Source: an optimization exercise on an open RTL-to-GDS flow (aim: small area). Production flows keep margins and buffers that such runs may drop.
The RTL was checked by simulation tests, not by an equivalence proof against the original design.
Power figures rest on the tool's default switching activity, not on a simulated workload.

==> flow/design.v <==
module flash_cfi_ctrl (
    input  wire        clk,
    input  wire        rst,
    input  wire        start,
    input  wire [1:0]  op,
    input  wire [31:0] arg_first,
    input  wire [31:0] arg_last,
    input  wire [31:0] arg_addr,
    input  wire [31:0] arg_len,
    output wire        idle,
    output reg         done,
    output reg  [3:0]  status,
    output reg  [31:0] ret_size,
    output reg  [31:0] warn_skipped,
    output reg  [31:0] warn_recovered,
    output reg         initialized,
    input  wire        prot_we,
    input  wire [4:0]  prot_idx,
    input  wire        prot_val,
    output wire        ev_valid,
    output reg  [1:0]  ev_kind,
    output reg  [31:0] ev_addr,
    output reg  [7:0]  ev_wdata,
    input  wire        ev_ready,
    input  wire [7:0]  fb_rdata,
    input  wire [31:0] time_ms,
    output reg         irq_inhibit,
    output reg  [31:0] buf_index,
    input  wire [7:0]  buf_data
);
    localparam [31:0] P_BASE      = 32'hFFC0_0000;
    localparam integer MAX_SECTORS = 32;
    localparam [1:0] EV_WRITE = 2'd0, EV_READ = 2'd1, EV_TIME = 2'd2, EV_DELAY = 2'd3;
    localparam [3:0] ST_OK = 4'd0, ST_NOT_CFI = 4'd1, ST_NO_REGIONS = 4'd2,
                     ST_TOO_MANY_REGIONS = 4'd3, ST_TOO_MANY_SECTORS = 4'd4,
                     ST_UNSUPPORTED = 4'd5, ST_INVALID_RANGE = 4'd6,
                     ST_ALL_PROTECTED = 4'd7, ST_ERASE_TIMEOUT = 4'd8,
                     ST_WRITE_TIMEOUT = 4'd9, ST_MISMATCH = 4'd10;
    localparam [1:0] STRAT_BYTE = 2'd0, STRAT_BYPASS = 2'd1, STRAT_BUFFER = 2'd2;
    localparam [2:0] PC_ERASE = 3'd0, PC_BYTE = 3'd1, PC_BYPASS = 3'd2,
                     PC_BUFFER = 3'd3, PC_VERIFY = 3'd4;
    localparam [6:0]
        S_IDLE = 7'd0,  S_DONE = 7'd1,
        PR_RESET = 7'd2, PR_QENTRY = 7'd3, PR_Q = 7'd4, PR_R = 7'd5, PR_Y = 7'd6,
        PR_NREG = 7'd7, PR_BLOCK = 7'd8, PR_SUM = 7'd9, PR_EXIT = 7'd10,
        SU_SELECT = 7'd11, SU_AS1 = 7'd12, SU_AS2 = 7'd13, SU_AS3 = 7'd14,
        SU_MFR = 7'd15, SU_ID0 = 7'd16, SU_ID1 = 7'd17, SU_ID2 = 7'd18,
        SU_RESET = 7'd19, SU_QENTRY = 7'd20, SU_VMAJ = 7'd21, SU_VMIN = 7'd22,
        SU_BOOT = 7'd23, SU_EXIT = 7'd24, SU_COMPUTE = 7'd25, SU_BUDGET = 7'd26,
        SU_BUILD = 7'd27, SU_FINISH = 7'd28,
        PL_T0 = 7'd29, PL_READ = 7'd30, PL_REREAD = 7'd31, PL_TIME = 7'd32,
        PL_RET = 7'd33,
        ER_CHECK = 7'd34, ER_COUNT = 7'd35, ER_CNTCHK = 7'd36, ER_RESET = 7'd37,
        ER_IRQOFF = 7'd38, ER_S1 = 7'd39, ER_S2 = 7'd40, ER_S3 = 7'd41,
        ER_S4 = 7'd42, ER_S5 = 7'd43, ER_CONFIRM = 7'd44, ER_SETTLE = 7'd45,
        ER_IRQON = 7'd46, ER_ABORT = 7'd47,
        BP_CHK = 7'd48, BP_U1 = 7'd49, BP_U2 = 7'd50, BP_CMD = 7'd51,
        BP_DATA = 7'd52, BP_ABORT = 7'd53,
        UB_E1 = 7'd54, UB_E2 = 7'd55, UB_E3 = 7'd56, UB_CHK = 7'd57,
        UB_CMD = 7'd58, UB_DATA = 7'd59, UB_X1 = 7'd60, UB_X2 = 7'd61,
        BF_CHK = 7'd62, BF_FIND = 7'd63, BF_CHUNK = 7'd64, BF_U1 = 7'd65,
        BF_U2 = 7'd66, BF_CMD = 7'd67, BF_CNT = 7'd68, BF_DATA = 7'd69,
        BF_CONFIRM = 7'd70, BF_ABORT = 7'd71,
        VF_CHK = 7'd72, VF_READ = 7'd73, VF_U1 = 7'd74, VF_U2 = 7'd75,
        VF_CMD = 7'd76, VF_DATA = 7'd77, VF_ABORT = 7'd78;
    reg [6:0] fsm;
    reg [31:0] a_first, a_last, a_addr, a_len;
    reg [7:0]  q0, q1, q2;
    reg [7:0]  nreg;
    reg [15:0] cfi_p_id, cfi_p_adr, cfi_a_id, cfi_a_adr;
    reg [7:0]  cfi_word_typ, cfi_buf_typ, cfi_erase_typ;
    reg [7:0]  cfi_word_max, cfi_buf_max, cfi_erase_max;
    reg [7:0]  cfi_dev_size;
    reg [15:0] cfi_max_buf_write;
    reg [15:0] reg_count [0:3];
    reg [15:0] reg_size  [0:3];
    reg [1:0]  dev_w;
    reg [5:0]  sector_count;
    reg [31:0] sector_start [0:MAX_SECTORS-1];
    reg [MAX_SECTORS-1:0] sector_prot;
    reg [7:0]  mfr_id, dev_id0, dev_id1, dev_id2;
    reg [1:0]  strategy;
    reg [31:0] t_word_ms, t_buf_ms, t_erase_ms;
    reg [31:0] buf_size;
    reg [1:0]  w_try;
    reg        probe_ok;
    reg [3:0]  fail_code;
    reg [5:0]  k;
    reg [15:0] tbl;
    reg [7:0]  vmaj, vmin, boot_field;
    reg [1:0]  bud_sel;
    reg [1:0]  r_idx;
    reg [15:0] c_idx;
    reg [5:0]  s_idx;
    reg [31:0] run_off;
    reg [5:0]  n_prot, n_erased;
    reg [31:0] last_addr;
    reg [31:0] i_cnt;
    reg [31:0] cur, rem, src_i, chunk, chunk_k, sa;
    reg        ub_fail;
    reg [31:0] t0;
    reg [31:0] poll_addr;
    reg [7:0]  poll_target;
    reg [37:0] poll_budget;
    reg [2:0]  poll_caller;
    reg        poll_ok;
    wire [31:0] base_addr = P_BASE;
    wire [1:0]  w_cur     = (fsm >= PR_RESET && fsm <= PR_EXIT) ? w_try : dev_w;
    wire [31:0] u1_addr   = base_addr + ((w_cur == 2'd2) ? 32'h0AAA : 32'h0555);
    wire [31:0] u2_addr   = base_addr + ((w_cur == 2'd2) ? 32'h0555 : 32'h02AA);
    function [31:0] scaled;
        input [17:0] off;
        input [1:0]  w;
        begin
            scaled = P_BASE + ((w == 2'd2) ? {13'd0, off, 1'b0} : {14'd0, off});
        end
    endfunction
    wire [5:0] blk_off = 6'h10 + k;
    wire [5:0] blk_rel = blk_off - 6'h2D;
    wire [1:0] blk_rgn = blk_rel[3:2];
    wire [18:0] total_sectors =
          ((nreg > 8'd0) ? {3'd0, reg_count[0]} + 19'd1 : 19'd0)
        + ((nreg > 8'd1) ? {3'd0, reg_count[1]} + 19'd1 : 19'd0)
        + ((nreg > 8'd2) ? {3'd0, reg_count[2]} + 19'd1 : 19'd0)
        + ((nreg > 8'd3) ? {3'd0, reg_count[3]} + 19'd1 : 19'd0);
    reg  [7:0]  bud_t, bud_m;
    always @(*) begin
        case (bud_sel)
            2'd0:    begin bud_t = cfi_word_typ;  bud_m = cfi_word_max;  end
            2'd1:    begin bud_t = cfi_buf_typ;   bud_m = cfi_buf_max;   end
            default: begin bud_t = cfi_erase_typ; bud_m = cfi_erase_max; end
        endcase
    end
    wire [8:0]  bud_exp = {1'b0, bud_t} + {1'b0, bud_m};
    wire [31:0] bud_us  = 32'd1 << bud_exp;
    wire [31:0] bud_raw = bud_us / 32'd1000 + 32'd1;
    wire [31:0] bud_ms  = (bud_raw == 32'd1) ? 32'd2 : bud_raw;
    reg        dt_hit;
    reg [1:0]  dt_strategy;
    always @(*) begin
        dt_hit = 1'b1;
        dt_strategy = STRAT_BYTE;
        case ({mfr_id, dev_id0, dev_id1, dev_id2})
            32'h01_7E_1A_00: dt_strategy = STRAT_BYPASS;
            32'h01_7E_10_00: dt_strategy = STRAT_BYTE;
            32'h04_49_00_00: dt_strategy = STRAT_BYPASS;
            32'hC2_A8_00_00: dt_strategy = STRAT_BUFFER;
            default:         dt_hit = 1'b0;
        endcase
    end
    wire [5:0]  bf_next   = s_idx + 6'd1;
    wire [31:0] bf_room   = sector_start[bf_next[4:0]] - cur;
    wire [31:0] bf_n0     = (rem < buf_size) ? rem : buf_size;
    wire [31:0] bf_n      = (bf_next < sector_count && bf_room < bf_n0) ? bf_room : bf_n0;
    wire [31:0] elapsed   = time_ms - t0;
    wire [32:0] range_len = {1'b0, a_last} - {1'b0, a_first} + 33'd1;
    reg ev_on;
    assign ev_valid = ev_on;
    assign idle = (fsm == S_IDLE);
    always @(*) begin
        ev_on    = 1'b0;
        ev_kind  = EV_WRITE;
        ev_addr  = 32'd0;
        ev_wdata = 8'd0;
        case (fsm)
            PR_RESET, PR_EXIT, SU_RESET, SU_EXIT, ER_RESET, BP_ABORT,
            BF_ABORT, VF_ABORT, ER_ABORT: begin
                ev_on = 1'b1; ev_addr = base_addr; ev_wdata = 8'hF0;
            end
            PR_QENTRY, SU_QENTRY: begin
                ev_on = 1'b1; ev_addr = scaled(18'h55, w_cur); ev_wdata = 8'h98;
            end
            PR_Q:    begin ev_on = 1'b1; ev_kind = EV_READ; ev_addr = scaled(18'h10, w_cur); end
            PR_R:    begin ev_on = 1'b1; ev_kind = EV_READ; ev_addr = scaled(18'h11, w_cur); end
            PR_Y:    begin ev_on = 1'b1; ev_kind = EV_READ; ev_addr = scaled(18'h12, w_cur); end
            PR_NREG: begin ev_on = 1'b1; ev_kind = EV_READ; ev_addr = scaled(18'h2C, w_cur); end
            PR_BLOCK: begin
                ev_on = 1'b1; ev_kind = EV_READ; ev_addr = scaled({12'd0, blk_off}, w_cur);
            end
            SU_AS1, ER_S1, ER_S4, BP_U1, UB_E1, BF_U1, VF_U1: begin
                ev_on = 1'b1; ev_addr = u1_addr; ev_wdata = 8'hAA;
            end
            SU_AS2, ER_S2, ER_S5, BP_U2, UB_E2, BF_U2, VF_U2: begin
                ev_on = 1'b1; ev_addr = u2_addr; ev_wdata = 8'h55;
            end
            SU_AS3:  begin ev_on = 1'b1; ev_addr = u1_addr; ev_wdata = 8'h90; end
            ER_S3:   begin ev_on = 1'b1; ev_addr = u1_addr; ev_wdata = 8'h80; end
            BP_CMD, VF_CMD: begin ev_on = 1'b1; ev_addr = u1_addr; ev_wdata = 8'hA0; end
            UB_E3:   begin ev_on = 1'b1; ev_addr = u1_addr; ev_wdata = 8'h20; end
            SU_MFR:  begin ev_on = 1'b1; ev_kind = EV_READ; ev_addr = scaled(18'h00, w_cur); end
            SU_ID0:  begin ev_on = 1'b1; ev_kind = EV_READ; ev_addr = scaled(18'h01, w_cur); end
            SU_ID1:  begin ev_on = 1'b1; ev_kind = EV_READ; ev_addr = scaled(18'h0E, w_cur); end
            SU_ID2:  begin ev_on = 1'b1; ev_kind = EV_READ; ev_addr = scaled(18'h0F, w_cur); end
            SU_VMAJ: begin ev_on = 1'b1; ev_kind = EV_READ; ev_addr = scaled({2'd0, tbl} + 18'h3, w_cur); end
            SU_VMIN: begin ev_on = 1'b1; ev_kind = EV_READ; ev_addr = scaled({2'd0, tbl} + 18'h4, w_cur); end
            SU_BOOT: begin ev_on = 1'b1; ev_kind = EV_READ; ev_addr = scaled({2'd0, tbl} + 18'hF, w_cur); end
            PL_T0, PL_TIME: begin ev_on = 1'b1; ev_kind = EV_TIME; end
            PL_READ, PL_REREAD: begin ev_on = 1'b1; ev_kind = EV_READ; ev_addr = poll_addr; end
            ER_CONFIRM: begin
                ev_on = ~sector_prot[s_idx[4:0]];
                ev_addr = sector_start[s_idx[4:0]]; ev_wdata = 8'h30;
            end
            ER_SETTLE: begin ev_on = 1'b1; ev_kind = EV_DELAY; end
            BP_DATA, VF_DATA, UB_DATA: begin
                ev_on = 1'b1; ev_addr = a_addr + i_cnt; ev_wdata = buf_data;
            end
            UB_CMD:  begin ev_on = 1'b1; ev_addr = base_addr; ev_wdata = 8'hA0; end
            UB_X1:   begin ev_on = 1'b1; ev_addr = base_addr; ev_wdata = 8'h90; end
            UB_X2:   begin ev_on = 1'b1; ev_addr = base_addr; ev_wdata = 8'h00; end
            BF_CMD:  begin ev_on = 1'b1; ev_addr = sa; ev_wdata = 8'h25; end
            BF_CNT:  begin ev_on = 1'b1; ev_addr = sa; ev_wdata = chunk[7:0] - 8'd1; end
            BF_DATA: begin ev_on = 1'b1; ev_addr = cur + chunk_k; ev_wdata = buf_data; end
            BF_CONFIRM: begin ev_on = 1'b1; ev_addr = sa; ev_wdata = 8'h29; end
            VF_READ: begin ev_on = 1'b1; ev_kind = EV_READ; ev_addr = a_addr + i_cnt; end
            default: ;
        endcase
    end
    always @(*) begin
        if (fsm == BF_DATA)
            buf_index = src_i + chunk_k;
        else
            buf_index = i_cnt;
    end
    wire fire = ev_on & ev_ready;
    task start_poll;
        input [31:0] addr;
        input [7:0]  target;
        input [37:0] budget;
        input [2:0]  caller;
        begin
            poll_addr   <= addr;
            poll_target <= target;
            poll_budget <= budget;
            poll_caller <= caller;
            fsm         <= PL_T0;
        end
    endtask
    task finish;
        input [3:0] st;
        begin
            status <= st;
            fsm    <= S_DONE;
        end
    endtask
    always @(posedge clk) begin
        if (rst) begin
            fsm            <= S_IDLE;
            done           <= 1'b0;
            status         <= ST_OK;
            ret_size       <= 32'd0;
            warn_skipped   <= 32'd0;
            warn_recovered <= 32'd0;
            initialized    <= 1'b0;
            irq_inhibit    <= 1'b0;
            probe_ok       <= 1'b0;
        end else begin
            done <= 1'b0;
            case (fsm)
            S_IDLE: begin
                if (prot_we && initialized && {1'b0, prot_idx} < sector_count)
                    sector_prot[prot_idx] <= prot_val;
                if (start) begin
                    a_first <= arg_first;
                    a_last  <= arg_last;
                    a_addr  <= arg_addr;
                    a_len   <= arg_len;
                    case (op)
                        2'd0: begin
                            probe_ok <= 1'b0;
                            w_try    <= 2'd1;
                            fsm      <= PR_RESET;
                        end
                        2'd1: fsm <= ER_CHECK;
                        2'd2: begin
                            warn_recovered <= 32'd0;
                            i_cnt <= 32'd0;
                            cur   <= arg_addr;
                            rem   <= arg_len;
                            src_i <= 32'd0;
                            case (strategy)
                                STRAT_BYPASS: fsm <= UB_E1;
                                STRAT_BUFFER: fsm <= BF_CHK;
                                default:      fsm <= BP_CHK;
                            endcase
                        end
                        default: finish(ST_OK);
                    endcase
                end
            end
            S_DONE: begin
                done <= 1'b1;
                fsm  <= S_IDLE;
            end
            PR_RESET:  if (fire) fsm <= PR_QENTRY;
            PR_QENTRY: if (fire) fsm <= PR_Q;
            PR_Q: if (fire) begin q0 <= fb_rdata; fsm <= PR_R; end
            PR_R: if (fire) begin q1 <= fb_rdata; fsm <= PR_Y; end
            PR_Y: if (fire) begin
                q2 <= fb_rdata;
                if (q0 != 8'h51 || q1 != 8'h52 || fb_rdata != 8'h59) begin
                    fail_code <= ST_NOT_CFI;
                    fsm <= PR_EXIT;
                end else
                    fsm <= PR_NREG;
            end
            PR_NREG: if (fire) begin
                nreg <= fb_rdata;
                k    <= 6'd0;
                if (fb_rdata == 8'd0) begin
                    fail_code <= ST_NO_REGIONS;
                    fsm <= PR_EXIT;
                end else if (fb_rdata > 8'd4) begin
                    fail_code <= ST_TOO_MANY_REGIONS;
                    fsm <= PR_EXIT;
                end else
                    fsm <= PR_BLOCK;
            end
            PR_BLOCK: if (fire) begin
                case (blk_off)
                    6'h13: cfi_p_id[7:0]   <= fb_rdata;
                    6'h14: cfi_p_id[15:8]  <= fb_rdata;
                    6'h15: cfi_p_adr[7:0]  <= fb_rdata;
                    6'h16: cfi_p_adr[15:8] <= fb_rdata;
                    6'h17: cfi_a_id[7:0]   <= fb_rdata;
                    6'h18: cfi_a_id[15:8]  <= fb_rdata;
                    6'h19: cfi_a_adr[7:0]  <= fb_rdata;
                    6'h1A: cfi_a_adr[15:8] <= fb_rdata;
                    6'h1F: cfi_word_typ    <= fb_rdata;
                    6'h20: cfi_buf_typ     <= fb_rdata;
                    6'h21: cfi_erase_typ   <= fb_rdata;
                    6'h23: cfi_word_max    <= fb_rdata;
                    6'h24: cfi_buf_max     <= fb_rdata;
                    6'h25: cfi_erase_max   <= fb_rdata;
                    6'h27: cfi_dev_size    <= fb_rdata;
                    6'h2A: cfi_max_buf_write[7:0]  <= fb_rdata;
                    6'h2B: cfi_max_buf_write[15:8] <= fb_rdata;
                    default: begin
                        if (blk_off >= 6'h2D) begin
                            case (blk_off[1:0])
                                2'd1: reg_count[blk_rgn][7:0]  <= fb_rdata;
                                2'd2: reg_count[blk_rgn][15:8] <= fb_rdata;
                                2'd3: reg_size[blk_rgn][7:0]   <= fb_rdata;
                                2'd0: reg_size[blk_rgn][15:8]  <= fb_rdata;
                            endcase
                        end
                    end
                endcase
                if ({2'd0, k} == 8'd28 + {nreg[5:0], 2'b00})
                    fsm <= PR_SUM;
                else
                    k <= k + 6'd1;
            end
            PR_SUM: begin
                if (total_sectors > 19'd32) begin
                    fail_code <= ST_TOO_MANY_SECTORS;
                end else begin
                    fail_code    <= ST_OK;
                    sector_count <= total_sectors[5:0];
                end
                fsm <= PR_EXIT;
            end
            PR_EXIT: if (fire) begin
                if (fail_code == ST_OK) begin
                    probe_ok <= 1'b1;
                    dev_w    <= w_try;
                    fsm      <= SU_SELECT;
                end else if (fail_code == ST_NOT_CFI && w_try == 2'd1) begin
                    w_try <= 2'd2;
                    fsm   <= PR_RESET;
                end else begin
                    ret_size <= 32'd0;
                    finish(fail_code);
                end
            end
            SU_SELECT: begin
                if (cfi_p_id == 16'h0002) begin
                    tbl <= cfi_p_adr;
                    fsm <= SU_AS1;
                end else if (cfi_a_id == 16'h0002) begin
                    tbl <= cfi_a_adr;
                    fsm <= SU_AS1;
                end else begin
                    ret_size <= 32'd0;
                    finish(ST_UNSUPPORTED);
                end
            end
            SU_AS1: if (fire) fsm <= SU_AS2;
            SU_AS2: if (fire) fsm <= SU_AS3;
            SU_AS3: if (fire) fsm <= SU_MFR;
            SU_MFR: if (fire) begin mfr_id <= fb_rdata; fsm <= SU_ID0; end
            SU_ID0: if (fire) begin
                dev_id0 <= fb_rdata;
                if (fb_rdata == 8'h7E)
                    fsm <= SU_ID1;
                else begin
                    dev_id1 <= 8'd0;
                    dev_id2 <= 8'd0;
                    fsm <= SU_RESET;
                end
            end
            SU_ID1: if (fire) begin dev_id1 <= fb_rdata; fsm <= SU_ID2; end
            SU_ID2: if (fire) begin dev_id2 <= fb_rdata; fsm <= SU_RESET; end
            SU_RESET:  if (fire) fsm <= SU_QENTRY;
            SU_QENTRY: if (fire) fsm <= SU_VMAJ;
            SU_VMAJ: if (fire) begin vmaj <= fb_rdata; fsm <= SU_VMIN; end
            SU_VMIN: if (fire) begin vmin <= fb_rdata; fsm <= SU_BOOT; end
            SU_BOOT: if (fire) begin boot_field <= fb_rdata; fsm <= SU_EXIT; end
            SU_EXIT: if (fire) fsm <= SU_COMPUTE;
            SU_COMPUTE: begin
                if ((({vmaj, vmin} < 16'h3131) ? dev_id0[7] : (boot_field == 8'h03))
                    && nreg > 8'd1) begin
                    case (nreg)
                        8'd2: begin
                            reg_count[0] <= reg_count[1]; reg_size[0] <= reg_size[1];
                            reg_count[1] <= reg_count[0]; reg_size[1] <= reg_size[0];
                        end
                        8'd3: begin
                            reg_count[0] <= reg_count[2]; reg_size[0] <= reg_size[2];
                            reg_count[2] <= reg_count[0]; reg_size[2] <= reg_size[0];
                        end
                        default: begin
                            reg_count[0] <= reg_count[3]; reg_size[0] <= reg_size[3];
                            reg_count[1] <= reg_count[2]; reg_size[1] <= reg_size[2];
                            reg_count[2] <= reg_count[1]; reg_size[2] <= reg_size[1];
                            reg_count[3] <= reg_count[0]; reg_size[3] <= reg_size[0];
                        end
                    endcase
                end
                if (dt_hit)
                    strategy <= dt_strategy;
                else
                    strategy <= (cfi_max_buf_write != 16'd0) ? STRAT_BUFFER : STRAT_BYTE;
                buf_size <= 32'd1 << cfi_max_buf_write;
                bud_sel  <= 2'd0;
                fsm      <= SU_BUDGET;
            end
            SU_BUDGET: begin
                case (bud_sel)
                    2'd0:    t_word_ms  <= bud_ms;
                    2'd1:    t_buf_ms   <= bud_ms;
                    default: t_erase_ms <= bud_ms;
                endcase
                if (bud_sel == 2'd2) begin
                    r_idx   <= 2'd0;
                    c_idx   <= 16'd0;
                    s_idx   <= 6'd0;
                    run_off <= P_BASE;
                    fsm     <= SU_BUILD;
                end else
                    bud_sel <= bud_sel + 2'd1;
            end
            SU_BUILD: begin
                sector_start[s_idx[4:0]] <= run_off;
                sector_prot[s_idx[4:0]]  <= 1'b0;
                run_off <= run_off + {8'd0, reg_size[r_idx], 8'd0};
                s_idx   <= s_idx + 6'd1;
                if (c_idx == reg_count[r_idx]) begin
                    c_idx <= 16'd0;
                    if ({6'd0, r_idx} == nreg - 8'd1)
                        fsm <= SU_FINISH;
                    else
                        r_idx <= r_idx + 2'd1;
                end else
                    c_idx <= c_idx + 16'd1;
            end
            SU_FINISH: begin
                initialized <= 1'b1;
                ret_size    <= 32'd1 << cfi_dev_size;
                finish(ST_OK);
            end
            PL_T0: if (fire) begin t0 <= time_ms; fsm <= PL_READ; end
            PL_READ: if (fire) begin
                if (fb_rdata[7] == poll_target[7]) begin
                    poll_ok <= 1'b1;
                    fsm <= PL_RET;
                end else if (fb_rdata[5])
                    fsm <= PL_REREAD;
                else
                    fsm <= PL_TIME;
            end
            PL_REREAD: if (fire) begin
                poll_ok <= (fb_rdata[7] == poll_target[7]);
                fsm <= PL_RET;
            end
            PL_TIME: if (fire) begin
                if ({6'd0, elapsed} > poll_budget) begin
                    poll_ok <= 1'b0;
                    fsm <= PL_RET;
                end else
                    fsm <= PL_READ;
            end
            PL_RET: begin
                case (poll_caller)
                    PC_ERASE:
                        if (poll_ok) finish(ST_OK); else fsm <= ER_ABORT;
                    PC_BYTE:
                        if (poll_ok) begin i_cnt <= i_cnt + 32'd1; fsm <= BP_CHK; end
                        else fsm <= BP_ABORT;
                    PC_BYPASS:
                        if (poll_ok) begin i_cnt <= i_cnt + 32'd1; fsm <= UB_CHK; end
                        else begin ub_fail <= 1'b1; fsm <= UB_X1; end
                    PC_BUFFER:
                        if (poll_ok) begin
                            cur   <= cur + chunk;
                            src_i <= src_i + chunk;
                            rem   <= rem - chunk;
                            fsm   <= BF_CHK;
                        end else fsm <= BF_ABORT;
                    default:
                        if (poll_ok) begin
                            warn_recovered <= warn_recovered + 32'd1;
                            i_cnt <= i_cnt + 32'd1;
                            fsm <= VF_CHK;
                        end else fsm <= VF_ABORT;
                endcase
            end
            ER_CHECK: begin
                warn_skipped <= 32'd0;
                if (a_first > a_last || a_first > {26'd0, sector_count}
                    || a_last > {26'd0, sector_count})
                    finish(ST_INVALID_RANGE);
                else begin
                    s_idx  <= a_first[5:0];
                    n_prot <= 6'd0;
                    fsm    <= ER_COUNT;
                end
            end
            ER_COUNT: begin
                if (sector_prot[s_idx[4:0]])
                    n_prot <= n_prot + 6'd1;
                if (s_idx == a_last[5:0])
                    fsm <= ER_CNTCHK;
                else
                    s_idx <= s_idx + 6'd1;
            end
            ER_CNTCHK: begin
                warn_skipped <= {26'd0, n_prot};
                if ({27'd0, n_prot} == range_len)
                    finish(ST_ALL_PROTECTED);
                else begin
                    n_erased <= 6'd0;
                    fsm <= ER_RESET;
                end
            end
            ER_RESET: if (fire) fsm <= ER_IRQOFF;
            ER_IRQOFF: begin irq_inhibit <= 1'b1; fsm <= ER_S1; end
            ER_S1: if (fire) fsm <= ER_S2;
            ER_S2: if (fire) fsm <= ER_S3;
            ER_S3: if (fire) fsm <= ER_S4;
            ER_S4: if (fire) fsm <= ER_S5;
            ER_S5: if (fire) begin s_idx <= a_first[5:0]; fsm <= ER_CONFIRM; end
            ER_CONFIRM: begin
                if (sector_prot[s_idx[4:0]] || fire) begin
                    if (fire) begin
                        last_addr <= sector_start[s_idx[4:0]];
                        n_erased  <= n_erased + 6'd1;
                    end
                    if (s_idx == a_last[5:0])
                        fsm <= ER_SETTLE;
                    else
                        s_idx <= s_idx + 6'd1;
                end
            end
            ER_SETTLE: if (fire) fsm <= ER_IRQON;
            ER_IRQON: begin
                irq_inhibit <= 1'b0;
                start_poll(last_addr, 8'hFF, {6'd0, t_erase_ms} * {32'd0, n_erased}, PC_ERASE);
            end
            ER_ABORT: if (fire) finish(ST_ERASE_TIMEOUT);
            BP_CHK: begin
                if (i_cnt == a_len) begin
                    i_cnt <= 32'd0;
                    fsm   <= VF_CHK;
                end else
                    fsm <= BP_U1;
            end
            BP_U1:  if (fire) fsm <= BP_U2;
            BP_U2:  if (fire) fsm <= BP_CMD;
            BP_CMD: if (fire) fsm <= BP_DATA;
            BP_DATA: if (fire)
                start_poll(a_addr + i_cnt, buf_data, {6'd0, t_word_ms}, PC_BYTE);
            BP_ABORT: if (fire) finish(ST_WRITE_TIMEOUT);
            UB_E1: if (fire) fsm <= UB_E2;
            UB_E2: if (fire) fsm <= UB_E3;
            UB_E3: if (fire) begin ub_fail <= 1'b0; fsm <= UB_CHK; end
            UB_CHK: fsm <= (i_cnt == a_len) ? UB_X1 : UB_CMD;
            UB_CMD: if (fire) fsm <= UB_DATA;
            UB_DATA: if (fire)
                start_poll(a_addr + i_cnt, buf_data, {6'd0, t_word_ms}, PC_BYPASS);
            UB_X1: if (fire) fsm <= UB_X2;
            UB_X2: if (fire) begin
                if (ub_fail)
                    finish(ST_WRITE_TIMEOUT);
                else begin
                    i_cnt <= 32'd0;
                    fsm   <= VF_CHK;
                end
            end
            BF_CHK: begin
                if (rem == 32'd0) begin
                    i_cnt <= 32'd0;
                    fsm   <= VF_CHK;
                end else begin
                    s_idx <= 6'd0;
                    fsm   <= BF_FIND;
                end
            end
            BF_FIND: begin
                if (bf_next < sector_count && sector_start[bf_next[4:0]] <= cur)
                    s_idx <= bf_next;
                else
                    fsm <= BF_CHUNK;
            end
            BF_CHUNK: begin
                chunk   <= bf_n;
                chunk_k <= 32'd0;
                sa      <= sector_start[s_idx[4:0]];
                fsm     <= BF_U1;
            end
            BF_U1:  if (fire) fsm <= BF_U2;
            BF_U2:  if (fire) fsm <= BF_CMD;
            BF_CMD: if (fire) fsm <= BF_CNT;
            BF_CNT: if (fire) fsm <= BF_DATA;
            BF_DATA: if (fire) begin
                poll_target <= buf_data;
                if (chunk_k == chunk - 32'd1)
                    fsm <= BF_CONFIRM;
                else
                    chunk_k <= chunk_k + 32'd1;
            end
            BF_CONFIRM: if (fire)
                start_poll(cur + chunk - 32'd1, poll_target, {6'd0, t_buf_ms}, PC_BUFFER);
            BF_ABORT: if (fire) finish(ST_WRITE_TIMEOUT);
            VF_CHK: begin
                if (i_cnt == a_len)
                    finish(ST_OK);
                else
                    fsm <= VF_READ;
            end
            VF_READ: if (fire) begin
                if (fb_rdata != buf_data)
                    fsm <= VF_U1;
                else begin
                    i_cnt <= i_cnt + 32'd1;
                    fsm <= VF_CHK;
                end
            end
            VF_U1:  if (fire) fsm <= VF_U2;
            VF_U2:  if (fire) fsm <= VF_CMD;
            VF_CMD: if (fire) fsm <= VF_DATA;
            VF_DATA: if (fire)
                start_poll(a_addr + i_cnt, buf_data, {6'd0, t_word_ms}, PC_VERIFY);
            VF_ABORT: if (fire) finish(ST_MISMATCH);
            default: fsm <= S_IDLE;
            endcase
        end
    end
endmodule
==> flow/run.sh <==
#!/bin/bash
# synth_recipe.tcl (not shown) runs the flow's synth.tcl, then flattens the netlist and writes it again
# the make line also repeats each setting of config.mk as NAME=value (left out here)
make -C /OpenROAD-flow-scripts/flow DESIGN_CONFIG=/design/flow/config.mk WORK_HOME=/design/flow/orfs CLKGATE_MAP_FILE= SYNTH_SCRIPT=/design/flow/synth_recipe.tcl finish
==> flow/config.mk <==
export PLATFORM = sky130hd
export DESIGN_NAME = flash_cfi_ctrl
export DESIGN_NICKNAME = flash_cfi_ctrl
export VERILOG_FILES = /design/flow/design.v
export SDC_FILE = /design/flow/constraint.sdc
export NUM_CORES = 4
export LEC_CHECK = 0
export CAP_MARGIN = 20
export CORE_MARGIN = 2
export CORE_UTILIZATION = 40
export SLEW_MARGIN = 20
==> flow/constraint.sdc <==
create_clock -name core_clock -period 20.0 [get_ports {clk}]
set_input_delay 4.0000 -clock core_clock [delete_from_list [all_inputs] [get_ports {clk}]]
set_output_delay 4.0000 -clock core_clock [all_outputs]
set_load 0.01 [all_outputs]
==> results.txt <==
per-stage QoR:
step / hold slack [ns] / worst slack, ns / area, um^2 / utilization / std cells
global route: 0.5157 / 8.589 / 130000 / 0.4570 / 13950
floorplan: 0.4418 / 10.52 / 114200 / - / 9684
CTS: 0.4915 / 8.898 / 129700 / 0.4559 / 13920
detailed placement: 0.4864 / 9.538 / 122400 / 0.4304 / 13520
global placement: 0.4827 / 9.731 / 122400 / 0.4303 / 13520
finish: 0.4909 / 9.067 / 130000 / 0.4571 / 13960
cell families (layout without fill, tap and decap cells):
family                   Yosys count  in the layout
AND/OR/NAND/NOR                 2955           2955
buffers and inverters            994           1482
multiplexers                     671            671
AO/OA/AOI/OAI                   1801           1801
XOR/XNOR                         612            612
adder cells (fa/ha/maj)          712            712
other                              1             54
flip-flops                      1907           1907
metal layers:
layer | up-vias | part of all wire | wire [um] | global-route usage
met1 | 42460 | 0.41 | 156600 | 0.3521
met3 | 683 | 0.087 | 33390 | 0.04174
met4 | 6 | 0.045 | 17180 | 0.1049
li1 | 37040 | - | - | -
met5 | - | 0.00010 | 40 | 0
met2 | 4166 | 0.46 | 177800 | 0.4140
where the power goes:
part / switching [mW] / internal [mW] / total [mW]
Combinational: 1.34 / 0.764 / 2.11
Clock: 1.69 / 2.43 / 4.11
Sequential: 0.106 / 4.43 / 4.54
Total: 3.13 / 7.62 / 10.8
cell type report:
| cell class | instances | area (um^2) |
|---|---|---|
| clock buffer | 263 | 5694 |
| clock inverter | 130 | 1549 |
| sequential | 1907 | 56370 |
| multi-input combinational | 6783 | 54620 |
| antenna | 22 | 55.05 |
| timing repair buffer | 524 | 4921 |
| fill | 25540 | 154400 |
| tap | 3762 | 4707 |
| inverter | 565 | 2121 |
synth_stat cells, types with 46 or more instances:
| master | instances |
|---|---|
| a211oi_1 | 55 |
| a21o_1 | 142 |
| a21oi_1 | 437 |
| a22oi_1 | 131 |
| a31oi_1 | 70 |
| and2_1 | 68 |
| and3_1 | 122 |
| buf_1 | 92 |
| clkbuf_1 | 305 |
| dfxtp_1 | 91 |
| edfxtp_1 | 1816 |
| fa_1 | 133 |
| ha_1 | 579 |
| inv_1 | 560 |
| mux2_2 | 55 |
| mux2i_1 | 96 |
| mux4_2 | 520 |
| nand2_1 | 1109 |
| nand2b_1 | 79 |
| nand3_1 | 220 |
| nand4_1 | 103 |
| nor2_1 | 727 |
| nor2b_1 | 78 |
| nor3_1 | 160 |
| nor4_1 | 93 |
| o211ai_1 | 46 |
| o21a_1 | 57 |
| o21ai_0 | 440 |
| or3_1 | 53 |
| xnor2_1 | 344 |
| xor2_1 | 268 |
flip-flops by register name (all words and copies together) (netlist names), 31 cells and up, named ones only:
name / cells
a_addr: 32
a_last: 32
chunk: 32
cur: 32
warn_recovered: 32
t0: 32
poll_budget: 31
a_len: 32
reg_count: 64
rem: 32
sector_start: 768
chunk_k: 32
sector_prot: 32
ret_size: 32
i_cnt: 32
src_i: 32
poll_addr: 32
reg_size: 64
buf_size: 32
a_first: 32
worst max-delay path: stages, from the launching register on:
cell and delay [ns]:
dfxtp_4 0.61, buf_4 0.81, buf_4 0.85, buf_4 0.79
mux4_2 0.61, mux4_2 0.53, mux2_2 0.39, a222oi_1 0.31
nand2_1 0.09, a221o_1 0.30, clkdlybuf4s50_1 0.51
worst paths after layout:
| path | start | end | slack, ns | depth (start not counted) |
|---|---|---|---|---|
| worst max-delay path | flip-flop | ev_addr[29] | 9.07 | 10 |
| worst min-delay path | last_addr[12]$_DFFE_PP_ | poll_addr[12]$_DFFE_PP_ | 0.49 | 2 |
| worst max register to register | s_idx[1]$_DFFE_PP_ | chunk[22]$_DFFE_PP_ | 9.63 | 32 |
| worst min register to register | last_addr[12]$_DFFE_PP_ | poll_addr[12]$_DFFE_PP_ | 0.49 | 2 |
==> flow_summary.toml <==
[setup_path]
critical_path_required_ns = 16.00
critPathKind = "flip-flop to output pin"
cp.arrival_ns = 6.93
crit_fanout = 47
end_kind = "output pin"
critPathLaunchType = "flip-flop"

[power_and_ir_drop]
leakage_nw = 47.55
finalPower_mw = 10.76
vdd_drop_max_mv = 0.06718
p_per_area_mw_per_mm2 = 82.72

[synthesis]
synth_mux_area_frac = 0.1165
synth_edf_count = 1816
yosys.area.top_type_share = 0.4779
yosys_warnings = 1
synth_cell_types = 93
ys_seq_area_frac = 0.4938
synth_top_flop_cell = "edfxtp_1"
ys_top_cells_by_area = "edfxtp_1 48%, mux4_2 10%, ha_1 6.3%, nand2_1 3.6%, xnor2_1 2.6%"
synth_top_family_by_area = "simple AND/OR/NAND/NOR gates"
async_flop_share = 0
ys_seq_elements = 1907
synth-xor-area-share = 0.04697
synth_compound_area_frac = 0.1024
synth_top_cell_by_area = "edfxtp_1"
synth_fa_ha_area_frac = 0.08681
avgSynthCellArea_um2 = 11.82
syn-cell-area_mm2 = 0.1141
synthCells = 9653
yosys.area_share.simple = 0.1197

[timing]
finalSetupViolCount = 0
finClkSkew_ns = 0.1022
tightest_slew_ns = 1.173
slew_headroom = 0.2154
fmax_mhz = 91.46
period_needed_ns = 10.93
rsz0062_at_grt = "no"
drv_slew = 0
tns_ns = 0
hold_viol = 0
finalCritPeriodShare = 0.5467

[final_layout]
drive_above_1_share = 0.1224
syn_to_final_growth_pct = 13.95
final_common_cell = "edfxtp_1"
fin_nets = 10900
layout_common_cells = "1816 x edfxtp_1, 1107 x nand2_1, 680 x nor2_1"

[clock_network]
cts_tree = "built"
clockBufferDepth = 4
path_clk_slew_ns = 0.07
cts_setup_buffers = 0
cts_sinks = 1907
insertion_delay_ns = 0.93
cts_max_level = 4
cts_resized = 0
cts_hold_buf = 0
clock_tree.root_cell = "clkbuf_16"
cts_made_buffers = 215

[global_routing]
grt_overflow = 0
first_global_vias = 81940
grt_pass1_wl_mm = 557.7
grt_max_degree = 126
grt_usage = 0.2591
antenna_found_initial = 29

[die]
std_cell_rows = 196
ioPinCount = 368
die_area_mm2 = 0.2896
coreArea_mm2 = 0.2845
start_util = 0.4012
die_x_um = 538.1
die_y_um = 538.1

[route]
vias = 84350
avgRoutedWirePerCell_um = 27.59
routed_wl_mm = 385.0
viasPerCell = 6.044
drc = 0
detail-route-antenna-nets = 0
drt-pass1-iter-count = 9
drt_iter0_drc = 9613

[outcome]
status = "finished clean"

[job]
max_cap_violations = 0

[worst_hold_path]
holdCritPathClass = "flip-flop to flip-flop"

[place]
io_buffer_count = 341
gp_congestion = 0.9458
hpwlAfterDp_mm = 274.4

separate check: timing with driven ports:
The flow's constraints put no driver on any port. The routed layout listed below was extracted and timed again, unchanged, in two steps.
Step 1 assumes that a clkbuf_16 drives the clock port and a buf_2 every other input.
Step 2 adds t to the input delays and takes it off the output delays; t is the mean of the earliest and latest rising clock arrival at the registers after step 1. Input paths then give back, and output paths get back, about the clock's delay inside the block.
Slacks: ideal ports / drivers / drivers and shift; pairs: ideal ports / drivers.
t, ns: 0.974
setup WS [ns]: 9.067 / 8.969 / 9.614
worst setup path after step 2: input to register
latest minus earliest clock arrival (ns): 0.109 / 0.109
worst data-port slew with drivers (ns): 0.18
After both steps setup and hold are still met in this run. For this run, drivers alone change the setup slack by -0.098 ns; drivers and shift together by +0.547 ns.
